From an optimization exercise on the open Yosys and OpenROAD flow, aimed at small area, a short achievable clock period and few clock cycles; shortcuts taken in it are not production practice.
In this exercise RTL edits were held to simulation tests only and were not proved equivalent to the original.
Power and IR drop assume default switching activity.

==> design.v <==
module skc_mod_step (
    input  wire [31:0] hv,
    input  wire [2:0]  d_ll,    
    input  wire [2:0]  d_b,     
    input  wire [2:0]  d_h,     
    output reg  [2:0]  r_nl,    
    output reg  [1:0]  r_bi,    
    output reg  [1:0]  r_hi     
);
    function [1:0] add3(input [1:0] a, input [1:0] b);
        case ({a, b})
            4'b00_00: add3 = 2'd0;
            4'b00_01: add3 = 2'd1;
            4'b00_10: add3 = 2'd2;
            4'b01_00: add3 = 2'd1;
            4'b01_01: add3 = 2'd2;
            4'b01_10: add3 = 2'd0;
            4'b10_00: add3 = 2'd2;
            4'b10_01: add3 = 2'd0;
            4'b10_10: add3 = 2'd1;
            default:  add3 = 2'd0;
        endcase
    endfunction
    function [1:0] mod3_4(input [3:0] x);
        case (x)
            4'd0, 4'd3, 4'd6, 4'd9, 4'd12, 4'd15: mod3_4 = 2'd0;
            4'd1, 4'd4, 4'd7, 4'd10, 4'd13:       mod3_4 = 2'd1;
            default:                              mod3_4 = 2'd2;
        endcase
    endfunction
    reg [1:0] t [0:7];
    reg [1:0] r3;
    integer i;
    always @(*) begin
        for (i = 0; i < 8; i = i + 1) t[i] = mod3_4(hv[4*i +: 4]);
        for (i = 0; i < 4; i = i + 1) t[i] = add3(t[2*i], t[2*i+1]);
        for (i = 0; i < 2; i = i + 1) t[i] = add3(t[2*i], t[2*i+1]);
        r3 = add3(t[0], t[1]);
    end
    reg [2:0] r6;
    always @(*) begin
        case ({hv[0], r3})
            3'b0_00: r6 = 3'd0;
            3'b1_01: r6 = 3'd1;
            3'b0_10: r6 = 3'd2;
            3'b1_00: r6 = 3'd3;
            3'b0_01: r6 = 3'd4;
            3'b1_10: r6 = 3'd5;
            default: r6 = 3'd0;
        endcase
    end
    function [1:0] small_mod(input [2:0] d);
        case (d)
            3'd2:    small_mod = {1'b0, hv[0]};
            3'd3:    small_mod = r3;
            3'd4:    small_mod = hv[1:0];
            default: small_mod = 2'd0;
        endcase
    endfunction
    always @(*) begin
        case (d_ll)
            3'd1:    r_nl = {2'b00, hv[0]};
            3'd2:    r_nl = {1'b0, hv[1:0]};
            3'd3:    r_nl = r6;
            default: r_nl = hv[2:0];
        endcase
        r_bi = small_mod(d_b);
        r_hi = small_mod(d_h);
    end
endmodule
module skc_thr_ge (
    input  wire        clk,
    input  wire        rst,
    input  wire        start,
    input  wire [15:0] a,
    input  wire [15:0] v,
    input  wire [63:0] thr,
    output wire        ge_fast,
    output wire        amb,
    output reg         busy,
    output reg         done,
    output reg         ge_slow
);
    wire [10:0] e_field = thr[62:52];
    wire        big     = (e_field > 11'd1038);                     
    wire        tiny    = (e_field < 11'd1007);                     
    wire [4:0]  sh      = 5'd30 - e_field[4:0] + 5'd16;             
    wire        v_zero  = (v == 16'd0);
    wire [24:0] q       = v * {1'b1, thr[51:44]};                   
    wire [46:0] a_sh    = {31'd0, a} << sh;
    wire [47:0] d       = {1'b0, a_sh} - {16'd0, q, 7'd0};            
    wire        d_neg   = d[47];
    wire        le_lo   = d_neg || (d == 48'd0);
    wire        ge_hi   = !d_neg && (d[46:0] >= {24'd0, v, 7'd0});
    wire        exact   = v_zero || (thr[43:0] == 44'd0);
    assign amb     = !big && !tiny && !exact && !le_lo && !ge_hi;
    assign ge_fast = big  ? v_zero :
                     tiny ? (v_zero || (a != 16'd0)) :
                     exact ? !d_neg : ge_hi;
    reg  [24:0] h;                  
    reg  [5:0]  bit_i;              
    wire [24:0] h_next = {h[23:0], 1'b0} - (thr[bit_i] ? {2'd0, v, 7'd0} : 25'd0);
    wire        h_neg  = h_next[24];
    wire        h_big  = !h_neg && (h_next[23:0] >= {1'b0, v, 7'd0});
    always @(posedge clk) begin
        if (rst) begin
            busy <= 1'b0;
            done <= 1'b0;
        end else begin
            done <= 1'b0;
            if (start) begin
                busy  <= 1'b1;
                h     <= {2'd0, d[22:0]};
                bit_i <= 6'd43;
            end else if (busy) begin
                h     <= h_next;
                bit_i <= bit_i - 6'd1;
                if (h_neg || h_big || (bit_i == 6'd0)) begin
                    busy    <= 1'b0;
                    done    <= 1'b1;
                    ge_slow <= !h_neg;
                end
            end
        end
    end
endmodule
module skc_top (
    input  wire         clk,
    input  wire         rst,
    input  wire         csr_valid,
    input  wire         csr_write,
    input  wire [7:0]   csr_addr,
    input  wire [31:0]  csr_wdata,
    output wire         csr_ready,
    output reg  [31:0]  csr_rdata,
    input  wire         cmd_valid,
    output wire         cmd_ready,
    input  wire [63:0]  cmd_word,
    input  wire [31:0]  cmd_key,
    output wire         rsp_valid,
    input  wire         rsp_ready,
    output wire [3:0]   rsp_status,
    output wire [63:0]  rsp_est,
    output wire         hreq_valid,
    input  wire         hreq_ready,
    output wire [31:0]  hreq_key,
    output wire [7:0]   hreq_klen,
    output wire [7:0]   hreq_seed,
    input  wire         hrsp_valid,
    output wire         hrsp_ready,
    input  wire [31:0]  hrsp_value
);
    localparam L_MAX  = 4;
    localparam M_MAX  = 4;
    localparam LL_MAX = 4;
    localparam B_MAX  = 4;
    localparam H_MAX  = 4;
    localparam N8_MAX = 4;
    localparam N16_MAX = 2;
    localparam KEY_MAX_LEN = 4;
    localparam [3:0] ST_OK        = 4'h0;
    localparam [3:0] ST_OPCODE    = 4'h1;
    localparam [3:0] ST_RESERVED  = 4'h2;
    localparam [3:0] ST_NOT_CFG   = 4'h3;
    localparam [3:0] ST_ALR_CFG   = 4'h4;
    localparam [3:0] ST_CONFIG    = 4'h5;
    localparam [3:0] ST_KEY_LEN   = 4'h6;
    localparam [2:0] S_IDLE = 3'd0;    
    localparam [2:0] S_CFG  = 3'd1;    
    localparam [2:0] S_HASH = 3'd2;    
    localparam [2:0] S_WAIT = 3'd3;    
    localparam [2:0] S_FIN  = 3'd4;    
    localparam [2:0] S_RESP = 3'd5;    
    reg [31:0] cfg_l, cfg_m, cfg_ll, cfg_b, cfg_h, cfg_n8, cfg_n16, thr_lo, thr_hi;
    reg        configured;
    reg        cfg_lock;
    reg [3:0]  last_status;
    reg [2:0]  fsm;
    wire       thr_busy;           
    reg        is_insert;
    reg [2:0]  klen;
    reg [31:0] key;
    reg [31:0] count;
    reg [2:0]  req_cnt;
    reg [2:0]  rsp_cnt;
    reg [2:0]  nl_r [0:3];
    reg [1:0]  bi_r [0:3];
    reg [1:0]  hi_r;
    reg        hc_pend;
    reg [33:0] hc;             
    reg [15:0] v_last;
    reg [3:0]  rsp_status_r;
    reg        est_en;
    reg [3:0]  m_l;
    reg [7:0]  m8;
    reg [15:0] m16;
    reg [15:0] vmin;
    reg [1:0]  kmin;
    reg        mfound;
    reg [1:0]  midx;
    reg [15:0] mval;
    reg        ffound;
    reg [1:0]  fidx;
    reg [3:0]  nib   [0:L_MAX*2*LL_MAX-1];           
    reg [7:0]  c8    [0:M_MAX*8-1];                   
    reg [15:0] c16   [0:M_MAX*6-1];                   
    reg [2:0]  kls   [0:M_MAX*B_MAX-1];               
    reg [31:0] keyb  [0:M_MAX*B_MAX-1];
    reg [15:0] val   [0:M_MAX*B_MAX-1];
    reg [31:0] heavy [0:H_MAX-1];
    function [1:0] c8_b(input integer e);
        case (e)
            0: c8_b = 2'd0;  1, 2: c8_b = 2'd1;  3, 4: c8_b = 2'd2;  default: c8_b = 2'd3;
        endcase
    endfunction
    function [1:0] c8_s(input integer e);
        case (e)
            2, 6: c8_s = 2'd1;  4: c8_s = 2'd2;  7: c8_s = 2'd3;  default: c8_s = 2'd0;
        endcase
    endfunction
    function [1:0] c16_b(input integer e);
        case (e)
            0: c16_b = 2'd0;  1, 2: c16_b = 2'd1;  3: c16_b = 2'd2;  default: c16_b = 2'd3;
        endcase
    endfunction
    function c16_s(input integer e);
        c16_s = (e == 2) || (e == 5);
    endfunction
    wire [2:0] n_l   = cfg_l[2:0];
    wire [2:0] n_m   = cfg_m[2:0];
    wire [2:0] n_s   = (n_l > n_m) ? n_l : n_m;
    wire [63:0] thr  = {thr_hi, thr_lo};
    assign csr_ready = ~rst;
    wire   busy = (fsm != S_IDLE);
    wire [31:0] csr_val [0:10];
    assign csr_val[0]  = 32'h534B4331;
    assign csr_val[1]  = {20'd0, last_status, 5'd0, cfg_lock, busy, configured};
    assign csr_val[2]  = cfg_l;
    assign csr_val[3]  = cfg_m;
    assign csr_val[4]  = cfg_ll;
    assign csr_val[5]  = cfg_b;
    assign csr_val[6]  = cfg_h;
    assign csr_val[7]  = cfg_n8;
    assign csr_val[8]  = cfg_n16;
    assign csr_val[9]  = thr_lo;
    assign csr_val[10] = thr_hi;
    integer ci;
    always @(*) begin
        csr_rdata = 32'd0;
        for (ci = 0; ci < 11; ci = ci + 1)
            if (csr_addr == ci * 4)
                csr_rdata = csr_rdata | csr_val[ci];
    end
    wire csr_wr = csr_valid && csr_write && !cfg_lock && (csr_addr[1:0] == 2'b00);
    assign cmd_ready = !rst && (fsm == S_IDLE) && !thr_busy;
    wire       accept = cmd_valid && cmd_ready;
    wire [3:0] opc    = cmd_word[3:0];
    wire [7:0] cklen  = cmd_word[15:8];
    wire       opc_ins = (opc == 4'h1);
    wire       opc_qry = (opc == 4'h2);
    wire       opc_cfg = (opc == 4'h3);
    wire       rsv_bad = (cmd_word[7:4] != 4'd0) || (cmd_word[31:16] != 16'd0) ||
                         ((opc_qry || opc_cfg) && (cmd_word[63:32] != 32'd0)) ||
                         (opc_cfg && (cklen != 8'd0));
    reg [3:0] dec_status;
    always @(*) begin
        if (!(opc_ins || opc_qry || opc_cfg))                 dec_status = ST_OPCODE;
        else if (rsv_bad)                                      dec_status = ST_RESERVED;
        else if ((opc_ins || opc_qry) && !configured)          dec_status = ST_NOT_CFG;
        else if (opc_cfg && configured)                        dec_status = ST_ALR_CFG;
        else if ((opc_ins || opc_qry) && ((cklen == 8'd0) || (cklen > KEY_MAX_LEN)))
                                                               dec_status = ST_KEY_LEN;
        else                                                   dec_status = ST_OK;
    end
    reg [31:0] cmd_key_masked;
    integer kb;
    always @(*) begin
        for (kb = 0; kb < 4; kb = kb + 1)
            cmd_key_masked[8*kb +: 8] = (kb < cklen) ? cmd_key[8*kb +: 8] : 8'd0;
    end
    wire thr_ok = (thr_hi[31] == 1'b0) && (thr_hi[30:20] != 11'h7FF) &&
                  ({thr_hi[30:0], thr_lo} != 63'd0);
    function in_range(input [31:0] r, input [2:0] mx);
        in_range = (r[31:3] == 29'd0) && (r[2:0] != 3'd0) && (r[2:0] <= mx);
    endfunction
    wire cfg_valid = in_range(cfg_l, L_MAX) && in_range(cfg_m, M_MAX) &&
                     in_range(cfg_ll, LL_MAX) && in_range(cfg_b, B_MAX) &&
                     in_range(cfg_h, H_MAX) && in_range(cfg_n8, N8_MAX) &&
                     in_range(cfg_n16, N16_MAX) && thr_ok;
    assign hreq_valid = !rst && (fsm == S_HASH) && (req_cnt < n_s);
    assign hreq_key   = key;
    assign hreq_klen  = {5'd0, klen};
    assign hreq_seed  = {5'd0, req_cnt};
    assign hrsp_ready = !rst && (fsm == S_HASH) && (rsp_cnt < n_s);
    wire   hreq_fire  = hreq_valid && hreq_ready;
    wire   hrsp_fire  = hrsp_valid && hrsp_ready;
    wire   last_rsp   = hrsp_fire && (rsp_cnt + 3'd1 == n_s);
    wire [2:0] nl_new;
    wire [1:0] bi_new, hi_new;
    skc_mod_step u_mod (.hv(hrsp_value), .d_ll(cfg_ll[2:0]), .d_b(cfg_b[2:0]), .d_h(cfg_h[2:0]),
                        .r_nl(nl_new), .r_bi(bi_new), .r_hi(hi_new));
    wire [1:0] aj = rsp_cnt[1:0];
    reg  [1:0] s8b  [0:3];        
    reg        s16b [0:3];        
    reg  [3:0]  l_nib [0:7];      
    reg  [7:0]  l_c8  [0:3];      
    reg  [15:0] l_c16 [0:3];
    reg  [2:0]  l_kls [0:3];
    reg  [31:0] l_key [0:3];
    reg  [15:0] l_val [0:3];
    integer j, b, e;
    always @(*) begin
        s8b[0] = 2'd0;
        s8b[1] = (cfg_n8[2:0] == 3'd1) ? 2'd0 : 2'd1;
        s8b[2] = (cfg_n8[2:0] <= 3'd2) ? 2'd0 : 2'd2;
        s8b[3] = (cfg_n8[2:0] == 3'd2) ? 2'd1 : (cfg_n8[2:0] == 3'd4) ? 2'd3 : 2'd0;
        for (b = 0; b < 4; b = b + 1)
            s16b[b] = (cfg_n16[1:0] == 2'd2) ? b[0] : 1'b0;
        for (b = 0; b < 8; b = b + 1)
            l_nib[b] = nib[aj*8 + b];
        for (b = 0; b < 4; b = b + 1) begin
            l_c8[b]  = 8'd0;
            for (e = 0; e < 8; e = e + 1)
                if (c8_b(e) == b[1:0] && c8_s(e) == s8b[b])
                    l_c8[b] = c8[aj*8 + e];
            l_c16[b] = 16'd0;
            for (e = 0; e < 6; e = e + 1)
                if (c16_b(e) == b[1:0] && c16_s(e) == s16b[b])
                    l_c16[b] = c16[aj*6 + e];
            l_kls[b] = kls[aj*4 + b];
            l_key[b] = keyb[aj*4 + b];
            l_val[b] = val[aj*4 + b];
        end
    end
    wire        a_lt  = (rsp_cnt < n_l);
    wire        a_mid = (rsp_cnt < n_m);
    wire [3:0]  a_lv  = l_nib[nl_new];
    wire [7:0]  a_v8  = l_c8[bi_new];
    wire [15:0] a_v16 = l_c16[bi_new];
    wire        a_occ = (l_kls[bi_new] != 3'd0);
    wire [15:0] a_val = l_val[bi_new];
    reg  [3:0]  l_eq;
    always @(*)
        for (b = 0; b < 4; b = b + 1)
            l_eq[b] = (l_kls[b] == klen) && (l_key[b] == key);
    wire        a_eq  = l_eq[bi_new];
    reg  [3:0]  l_lt16, l_ltv;
    always @(*) begin
        for (b = 0; b < 4; b = b + 1) begin
            l_lt16[b] = (l_c16[b] < m16);
            l_ltv[b]  = (l_val[b] < vmin);
        end
    end
    wire        a_ltl  = (a_lv < m_l);
    wire        a_lt8  = (a_v8 < m8);
    wire        a_lt16 = l_lt16[bi_new];
    wire        a_ltv  = l_ltv[bi_new];
    wire        n_mfound = mfound || (a_mid && a_eq);
    wire [15:0] n_mval   = mfound ? mval : a_val;
    wire        n_ffound = ffound || (a_mid && !a_occ);
    wire [15:0] n_m16    = (a_mid && a_lt16) ? a_v16 : m16;
    wire [15:0] v_next   = n_mfound ? n_mval : ((n_ffound && is_insert) ? 16'd0 : n_m16);
    reg [3:0]  cap_lv  [0:3];
    reg [7:0]  cap_v8  [0:3];
    reg [15:0] cap_v16 [0:3];
    wire        slot_ok = mfound || ffound;
    wire [1:0]  slot_f  = mfound ? midx : fidx;
    function [35:0] csa3(input [17:0] x, input [17:0] y, input [17:0] z);
        csa3 = {((x & y) | (x & z) | (y & z)), x ^ y ^ z};
    endfunction
    wire [35:0] s_cs    = csa3({14'd0, m_l}, {10'd0, m8}, {2'd0, v_last});
    wire [17:0] s_sum   = s_cs[17:0];
    wire [17:0] s_cy    = {s_cs[34:18], 1'b0};
    wire [4:0]  lo_a    = {1'b0, count[3:0]} + {1'b0, m_l};
    wire [9:0]  lo_x    = {1'b0, count[8:0]} + {6'd0, m_l} + {2'd0, m8};
    wire [35:0] y_cs    = csa3(count[17:0], s_sum, s_cy);
    wire [18:0] lo_y    = {1'b0, y_cs[17:0]} + {y_cs[35:18], 1'b0};
    wire        a_sat   = (count[31:4] != 28'd0) || (lo_a >= 5'd15);
    wire        x_sat   = (count[31:9] != 23'd0) || (lo_x >= 10'd269);
    wire        y_sat   = (count[31:18] != 14'd0) || (lo_y >= 19'd65803);
    wire [33:0] hs_sum  = {16'd0, s_sum};
    wire [33:0] hs_cy   = {16'd0, s_cy};
    wire [33:0] h_x     = hc ^ hs_sum ^ hs_cy;
    wire [33:0] h_c     = {((hc & hs_sum) | (hc & hs_cy) | (hs_sum & hs_cy)), 1'b0};
    wire [33:0] h_sum   = h_x + h_c;
    localparam [33:0] H_CAP = 34'hFFFFFFFF + 34'd65802;
    wire        h_sat   = (h_sum > H_CAP);
    wire [32:0] est_h   = h_sat ? H_CAP[32:0] : h_sum[32:0];
    wire [33:0] h_new_w = h_sum - 34'd65802;
    wire [31:0] heavy_new = h_sat ? 32'hFFFFFFFF : h_new_w[31:0];
    reg [32:0] est;
    always @(*) begin
        if (is_insert) begin
            if (!a_sat)      est = {28'd0, lo_a};
            else if (!x_sat) est = {23'd0, lo_x};
            else if (!y_sat) est = {14'd0, lo_y};
            else             est = est_h;
        end else begin
            if (m_l != 4'hF)             est = {29'd0, m_l};
            else if (m8 != 8'hFF)        est = {25'd0, m8} + 33'd14;
            else if (v_last != 16'hFFFF) est = {17'd0, v_last} + 33'd268;
            else                         est = est_h;
        end
    end
    wire [7:0]  c8_cand  = lo_x[7:0] - 8'd14;                       
    wire [15:0] y_m268   = lo_y[15:0] - 16'd268;
    wire [15:0] m16r     = y_sat ? 16'hFFFF : y_m268;               
    wire fin     = fin_q;              
    wire fin_ins = fin && is_insert;
    wire do_kv   = fin_ins && a_sat && x_sat && slot_ok;
    wire do_16   = fin_ins && a_sat && x_sat && !slot_ok;
    wire do_hv   = fin_ins && a_sat && x_sat && y_sat;
    reg        fin_q;
    always @(posedge clk)
        fin_q <= !rst && (((fsm == S_HASH) && last_rsp && (rsp_cnt != 3'd0)) || (fsm == S_WAIT));
    wire thr_gef, thr_amb, thr_done, thr_ges;
    skc_thr_ge u_thr (.clk(clk), .rst(rst), .start(do_16 && thr_amb), .a(m16r), .v(vmin), .thr(thr),
                      .ge_fast(thr_gef), .amb(thr_amb), .busy(thr_busy), .done(thr_done), .ge_slow(thr_ges));
    wire ev_wr    = (do_16 && !thr_amb) || thr_done;
    wire evict_ge = thr_done ? thr_ges : thr_gef;
    wire do_ev    = ev_wr && evict_ge;
    assign rsp_valid  = !rst && ((fsm == S_FIN) || (fsm == S_RESP));
    assign rsp_status = rsp_status_r;
    assign rsp_est    = {31'd0, est_en ? est : 33'd0};
    wire   rsp_fire   = rsp_valid && rsp_ready;
    always @(posedge clk) begin
        if (rst) begin
            cfg_l   <= 32'd0;
            cfg_m   <= 32'd0;
            cfg_ll  <= 32'd0;
            cfg_b   <= 32'd0;
            cfg_h   <= 32'd0;
            cfg_n8  <= 32'd0;
            cfg_n16 <= 32'd0;
            thr_lo  <= 32'd0;
            thr_hi  <= 32'h40000000;
            configured  <= 1'b0;
            cfg_lock    <= 1'b0;
            last_status <= 4'd0;
            fsm         <= S_IDLE;
        end else begin
            if (csr_wr) begin
                case (csr_addr[7:2])
                    6'h02: cfg_l   <= csr_wdata;
                    6'h03: cfg_m   <= csr_wdata;
                    6'h04: cfg_ll  <= csr_wdata;
                    6'h05: cfg_b   <= csr_wdata;
                    6'h06: cfg_h   <= csr_wdata;
                    6'h07: cfg_n8  <= csr_wdata;
                    6'h08: cfg_n16 <= csr_wdata;
                    6'h09: thr_lo  <= csr_wdata;
                    6'h0A: thr_hi  <= csr_wdata;
                    default: ;
                endcase
            end
            case (fsm)
                S_IDLE: begin
                    if (accept) begin
                        is_insert <= opc_ins;
                        klen      <= cklen[2:0];
                        key       <= cmd_key_masked;
                        count     <= cmd_word[63:32];
                        req_cnt   <= 3'd0;
                        rsp_cnt   <= 3'd0;
                        est_en    <= 1'b0;
                        m_l       <= 4'hF;
                        m8        <= 8'hFF;
                        m16       <= 16'hFFFF;
                        mfound    <= 1'b0;
                        ffound    <= 1'b0;
                        if (opc_cfg)
                            cfg_lock <= 1'b1;
                        if (dec_status != ST_OK) begin
                            rsp_status_r <= dec_status;
                            fsm <= S_RESP;
                        end else if (opc_cfg) begin
                            fsm <= S_CFG;
                        end else begin
                            rsp_status_r <= ST_OK;
                            fsm <= S_HASH;
                        end
                    end
                end
                S_CFG: begin
                    if (cfg_valid) begin
                        configured   <= 1'b1;
                        rsp_status_r <= ST_OK;
                    end else begin
                        rsp_status_r <= ST_CONFIG;
                    end
                    fsm <= S_RESP;
                end
                S_HASH: begin
                    if (hreq_fire)
                        req_cnt <= req_cnt + 3'd1;
                    if (hrsp_fire) begin
                        rsp_cnt <= rsp_cnt + 3'd1;
                        nl_r[aj]    <= nl_new;
                        bi_r[aj]    <= bi_new;
                        cap_lv[aj]  <= a_lv;
                        cap_v8[aj]  <= a_v8;
                        cap_v16[aj] <= a_v16;
                        if (rsp_cnt == 3'd0)
                            hi_r <= hi_new;
                        v_last <= v_next;
                        if (a_lt && a_ltl)
                            m_l <= a_lv;
                        if (a_mid) begin
                            if (a_lt8)  m8  <= a_v8;
                            if (a_lt16) m16 <= a_v16;
                            if (rsp_cnt == 3'd0 || a_ltv) begin
                                vmin <= a_val;
                                kmin <= aj;
                            end
                            if (!mfound && a_occ && a_eq) begin
                                mfound <= 1'b1;
                                midx   <= aj;
                                mval   <= a_val;
                            end
                            if (!ffound && !a_occ) begin
                                ffound <= 1'b1;
                                fidx   <= aj;
                            end
                        end
                        if (last_rsp) begin
                            est_en <= 1'b1;
                            fsm <= (rsp_cnt == 3'd0) ? S_WAIT : S_FIN;
                        end
                    end
                end
                S_WAIT: fsm <= S_FIN;
                S_FIN: begin
                    if (rsp_ready) begin
                        last_status <= rsp_status_r;
                        cfg_lock    <= configured;
                        fsm <= S_IDLE;
                    end else begin
                        fsm <= S_RESP;
                    end
                end
                S_RESP: begin
                    if (rsp_ready) begin
                        last_status <= rsp_status_r;
                        cfg_lock    <= configured;
                        fsm <= S_IDLE;
                    end
                end
                default: fsm <= S_IDLE;
            endcase
        end
    end
    always @(posedge clk) begin
        hc_pend <= (fsm == S_HASH) && hrsp_fire && (rsp_cnt == 3'd0);
        if (hc_pend)
            hc <= {2'd0, heavy[hi_r]} + (is_insert ? {2'd0, count} : 34'h3FFFFFFFD);
    end
    wire clr = !rst && (fsm == S_CFG) && cfg_valid;
    wire [3:0]  wd_nib = (a_sat ? 4'hF : lo_a[3:0]) & {4{~clr}};
    wire [7:0]  wd_c8  = (x_sat ? 8'hFF : c8_cand) & {8{~clr}};
    wire [2:0]  wd_kls = klen & {3{~clr}};
    wire [31:0] wd_key = key & {32{~clr}};
    wire [15:0] wd_val = m16r & {16{~clr}};
    wire [31:0] wd_hv  = heavy_new & {32{~clr}};
    reg  [15:0] wd_c16 [0:3];
    reg  [15:0] st4;
    reg  [16:0] ad;
    always @(*)
        for (j = 0; j < 4; j = j + 1) begin
            st4 = (cap_v16[j] < m16r) ? m16r : cap_v16[j];
            ad  = {1'b0, st4} + {1'b0, vmin};
            wd_c16[j] = (!evict_ge ? st4 : (ad[16] ? 16'hFFFF : ad[15:0])) & {16{~clr}};
        end
    integer n;
    always @(posedge clk) begin
        for (j = 0; j < 4; j = j + 1) begin
            for (n = 0; n < 8; n = n + 1)
                if (clr || (fin_ins && (j < n_l) && (nl_r[j] == n) && (a_sat || (cap_lv[j] < lo_a[3:0]))))
                    nib[j*8 + n] <= wd_nib;
            for (n = 0; n < 8; n = n + 1)
                if (clr || (fin_ins && a_sat && (j < n_m) && (bi_r[j] == c8_b(n)) && (s8b[c8_b(n)] == c8_s(n)) &&
                            (x_sat || (cap_v8[j] < c8_cand))))
                    c8[j*8 + n] <= wd_c8;
            for (n = 0; n < 6; n = n + 1)
                if (clr || (ev_wr && (j < n_m) && (bi_r[j] == c16_b(n)) && (s16b[c16_b(n)] == c16_s(n))))
                    c16[j*6 + n] <= wd_c16[j];
            for (n = 0; n < 4; n = n + 1)
                if (clr || ((bi_r[j] == n) && ((do_kv && (slot_f == j)) || (do_ev && (kmin == j))))) begin
                    kls [j*4 + n] <= wd_kls;
                    keyb[j*4 + n] <= wd_key;
                    val [j*4 + n] <= wd_val;
                end
        end
        for (n = 0; n < 4; n = n + 1)
            if (clr || (do_hv && (hi_r == n)))
                heavy[n] <= wd_hv;
    end
endmodule
==> flow/run.sh <==
#!/bin/bash
# The standard layout, with repair_timing aiming for setup slack of at least
# SETUP_SLACK_MARGIN at the design's clock period (the SDC is unchanged),
# and the port buffers made with buf_2 cells.
set -euo pipefail
bash standard.sh SETUP_SLACK_MARGIN=19.5 "BUFFER_PORTS_ARGS=-buffer_cell sky130_fd_sc_hd__buf_2" finish > make_finish.log 2>&1
==> standard.sh <==
#!/bin/bash
# synth_recipe.tcl (not shown) runs the flow's synth.tcl, then flattens the netlist and writes it again
# the make line also repeats each setting of config.mk as NAME=value (left out here)
make -C /OpenROAD-flow-scripts/flow DESIGN_CONFIG=/design/flow/config.mk WORK_HOME=/design/flow/orfs CLKGATE_MAP_FILE= SYNTH_SCRIPT=/design/flow/synth_recipe.tcl "${@:-finish}"
==> config.mk <==
export PLATFORM = sky130hd
export DESIGN_NAME = skc_top
export DESIGN_NICKNAME = skc_top
export VERILOG_FILES = /design/flow/design.v
export SDC_FILE = /design/flow/constraint.sdc
export NUM_CORES = 4
export LEC_CHECK = 0
export CAP_MARGIN = 20
export CELL_PAD_IN_SITES_DETAIL_PLACEMENT = 0
export CELL_PAD_IN_SITES_GLOBAL_PLACEMENT = 0
export CORE_MARGIN = 2
export CORE_UTILIZATION = 60
export CTS_BUF_LIST = sky130_fd_sc_hd__clkbuf_16
export CTS_CLUSTER_DIAMETER = 90
export CTS_CLUSTER_SIZE = 24
export PLACE_DENSITY = 0.7
export SLEW_MARGIN = 20
==> constraint.sdc <==
create_clock -name core_clock -period 34.0 [get_ports {clk}]
set_input_delay 6.8000 -clock core_clock [delete_from_list [all_inputs] [get_ports {clk}]]
set_output_delay 6.8000 -clock core_clock [all_outputs]
set_load 0.01 [all_outputs]
==> impl_results.md <==
* Post-Place Cell Area at 130100 µm²
* Full die area at 211700 µm²
* Fin area at ~140000 µm²
* R2R cell count at between 40 and 50
* Required time worst endpoint at 27.20 ns
* Crit share post-route at 0.4528
* Yosys top cell by area: edfxtp_1
* Largest net degree at the start of global routing at approximately 120
* Complex-gate fraction of the synthesized area at 0.1741
* Lkg Pwr at 47.32 nW
* Seq/Total Area, Yosys at 0.5467
* Overflow after GRT at 0
* Simple-gate area share of the yosys netlist at 0.1140
* Largest cells by area after synthesis: edfxtp_1 (50%), ha_1 (5.6%), dfxtp_1 (4.8%)
* Max Root-Sink Buffers at 3
* CTS root buf: clkbuf_16
* Routed Antenna Nets at 0
* Mean post-synth cell area at between 10 and 15 µm²
* Critical-path top delay cell: bufbuf_16
* Number of CTS-inserted buffers at approximately 120
* Area growth, synth to finish at 8.867%
* Hold-fix buffer count after cts at 0
* Reg2Reg Setup Slack at slightly above 20 ns
* CP bufs+invs at 4
* Final clock skew at between 0.07 and 0.08 ns
* Multiplexer area fraction after synthesis at 0.02288
* Initial antenna violation count at 22
* Post-synth EDFFs at approximately 2100
* Worst-path fanout max at 5
* CORE AREA at ~210000 µm²
* CTS sink count at 2373
* Number of cells on the critical path at 9
* Post-Synth XOR/XNOR Area at 0.02932
* Die height at around 460 µm
* Minimum clock period at between 15 and 20 ns
* Synth Register Bits at between 2000 and 2500
* Kind of critical path: primary input to primary output
* CP endpoint kind: primary output
* Worst slew margin at 0.05659
* FMAX at 0.06495 GHz
* Worst-Margin Slew at 1.402 ns
* Vias in the first global route at 94160
* Synth top area share at 0.4986
* Synth Area in Adders at 0.07759
* I/O pins at between 300 and 400
* Hold_ws at roughly 0.5 ns
* Hold path depth at 2
* All-layer global routing usage at 0.4059
* MaxCap Viol Count at 0
* Worst r2r src: m_l[0]$_SDFFCE_PN1P_
* DR DRC count at 0
* P per Cell Area at slightly above 40 nW/µm²
* CP Data Arrival Time at between 8 and 9 ns
* Via density at about 7.1
* Met3 WL at between 50 and 60 mm
* Iter 0 DRT Violations at approximately 16000
* Final Core Density at 0.6570
* Post-synthesis cell type count at ~110
* Avg WL per Cell at ~32 µm
* CTS tree: yes
* Placed cell count at about 14000
* Global-route wire length before repair at approximately 630 mm
* Crit path launch type: primary input
* Maximum vdd drop at 0.00005427 V
* Synth cell count leaders: edfxtp_1 (2073), nand2_1 (1096), a21oi_1 (967)
* Vias at ~100000
* Share of post-route cells with drive strength above 1 at 0.1147
* Post-synthesis cell count at ~11000
* Async SR Flop Fraction at 0
* HP Start: cfg_h[18]$_SDFFE_PP0P_
* Hold Path End: cfg_h[18]$_SDFFE_PP0P_
* Die width at 460.2 µm
* Nets@finish at between 10000 and 15000
* Top_reg_cell synth: edfxtp_1
* Final setup viols at 0
* Port Buffers at approximately 290
* DR top layer: met5
* Main combinational cell family by area after synthesis: compound AO/OA/AOI/OAI gates
* Wire length on met2 at ~190 mm
* R2R Path End: keyb[9][27]$_DFFE_PP_
* Worst-path clk slew at ~0.090 ns
* Worst stage delay on the critical path at roughly 0.32 ns
* Post-Syn Area at roughly 120000 µm²
* Crit-path cells: buf_8 > nor2_4 > nand3b_1 > buf_12 > nor2_4 > bufbuf_16 > a22oi_1 > nand4_1 > buf_2
* HP Class: flop to flop
* Cell with the most instances after synthesis: edfxtp_1
* Starting Density at 0.6035
* Pins Over Slew Limit at 0
* Setup_tns at 0 ns
* HPWL Detailed at 290.7 mm
* WL final at 441.1 mm
* Worst skew pair latency at about 0.88 ns
* CP delay by family, top: simple AND/OR/NAND/NOR gates
* RSZ-0062 raised after global routing: true
* H-tree levels at 3
* Met1 WL at between 150 and 200 mm
* Detailed Routing Iterations Pass 1 at 8
* Final count of hold timing violations at 0
* Status: finished clean
* Synth warnings at 20
* Critical Path Most Common Cell: nor2_4
* Num rows at ~170
* Final GP Congestion at about 1.0
* Final std cells w/o fill at roughly 14000
## metal layers
metal  track usage  vias up
li1              -    42180
met2        0.6189     7383
met5             0        -
met3       0.09455     1556
met4        0.2215       20
met1        0.5395    48440
## power breakdown
part           switching [mW]  leakage [nW]  internal, mW
Sequential             0.0252          20.7          3.17
Clock                   0.965          1.73         0.664
Combinational           0.505          24.9         0.240
Total                    1.50          47.3          4.07
## registers in the layout, summed over array words and instances, names as in the netlist, 32 cells and up
signal and count:
cap_v8 32, c8 256, cfg_b 32, cfg_n8 32, kls 48, heavy 128, c16 384, cfg_h 32
keyb 512, thr_lo 32, count 32, cfg_m 32, key 32, nib 128, hc 34, cfg_n16 32
cfg_l 32, cfg_ll 32, cap_v16 64, val 256, thr_hi 32
## cell usage in the layout (no fill, tap or decap), drive strengths merged, types with 255 or more instances in the layout
master	count
a21oi	971
a22oi	581
buf	697
dfxtp	300
edfxtp	2073
ha	563
inv	372
nand2	1098
nand3	255
nor2	625
o21ai	439
## logic make-up after synthesis
logic type               Yosys count
AO/OA/AOI/OAI                   3252
XOR/XNOR                         418
adder cells (fa/ha/maj)          695
buffers and inverters           1117
flip-flops                      2373
multiplexers                     212
other                              1
AND/OR/NAND/NOR                 3023
## worst max path at each step
stage,from,to,slack [ns]
3_5_place_dp,csr_addr[1],csr_rdata[1],18.06
4_1_cts,csr_addr[0],csr_rdata[22],18.82
6_report,csr_addr[0],csr_rdata[2],18.60
5_1_grt,csr_addr[0],csr_rdata[2],18.67
2_1_floorplan,csr_addr[1],csr_rdata[29],19.17
3_3_place_gp,csr_addr[1],csr_rdata[1],18.13
## area by class of cell
| cell class | instances | area, µm² |
|---|---|---|
| clock buffer | 118 | 2953 |
| fill | 15660 | 70950 |
| timing repair buffer | 703 | 5338 |
| sequential | 2373 | 68260 |
| multi-input combinational | 7649 | 54060 |
| clock inverter | 43 | 549.3 |
| antenna | 10 | 25.02 |
| tap | 2704 | 3383 |
| inverter | 356 | 1345 |
## per-stage QoR
stage	power, mW	setup slack (ns)
finish	5.568	18.60
global route	5.701	18.67
CTS	5.536	18.82
detailed placement	3.969	18.06
global placement	3.957	18.13
floorplan	3.709	19.17
## tightest hold or removal path, delay by kind of cell, from the launching register on
kind	cells	cell delay [ns]
AO/OA/AOI/OAI	1	0.05
flip-flops	1	0.33
AND/OR/NAND/NOR	1	0.06
## what timing repair did
action / CTS / global route
resized for setup: 112 / 53
setup endpoints to repair: 68 / 64
hold endpoints to repair: 0 / 0
buffers inserted: 74 / 34
cloned: 12 / 3
pin swaps: 50 / 57
Testbench counts, summed over its fixed seeds: cycles 56,000.

==> static timing again, ports no longer ideal <==
Ports are ideal in the flow. The routed layout listed here was re-timed in OpenROAD. Step 1: set_driving_cell puts a clkbuf_16 on clk and a buf_2 on each other input, an assumption about the parent block. Step 2 times the ports against the registers' clock, not the clock port: input delays grow and output delays shrink by t, the midpoint of the rising clock arrivals with the driver on. Slacks: ideal / step 1 / step 2; pairs: ideal / step 1.
shift t [ns]: 0.933
setup slack, ns: 18.604 / 18.564 / 18.564
worst register clock-pin slew, ns: 0.12 / 0.12
After both steps setup and hold are still met in this run. The setup slack of this run moves by -0.040 ns with the drivers and by -0.040 ns with both steps.
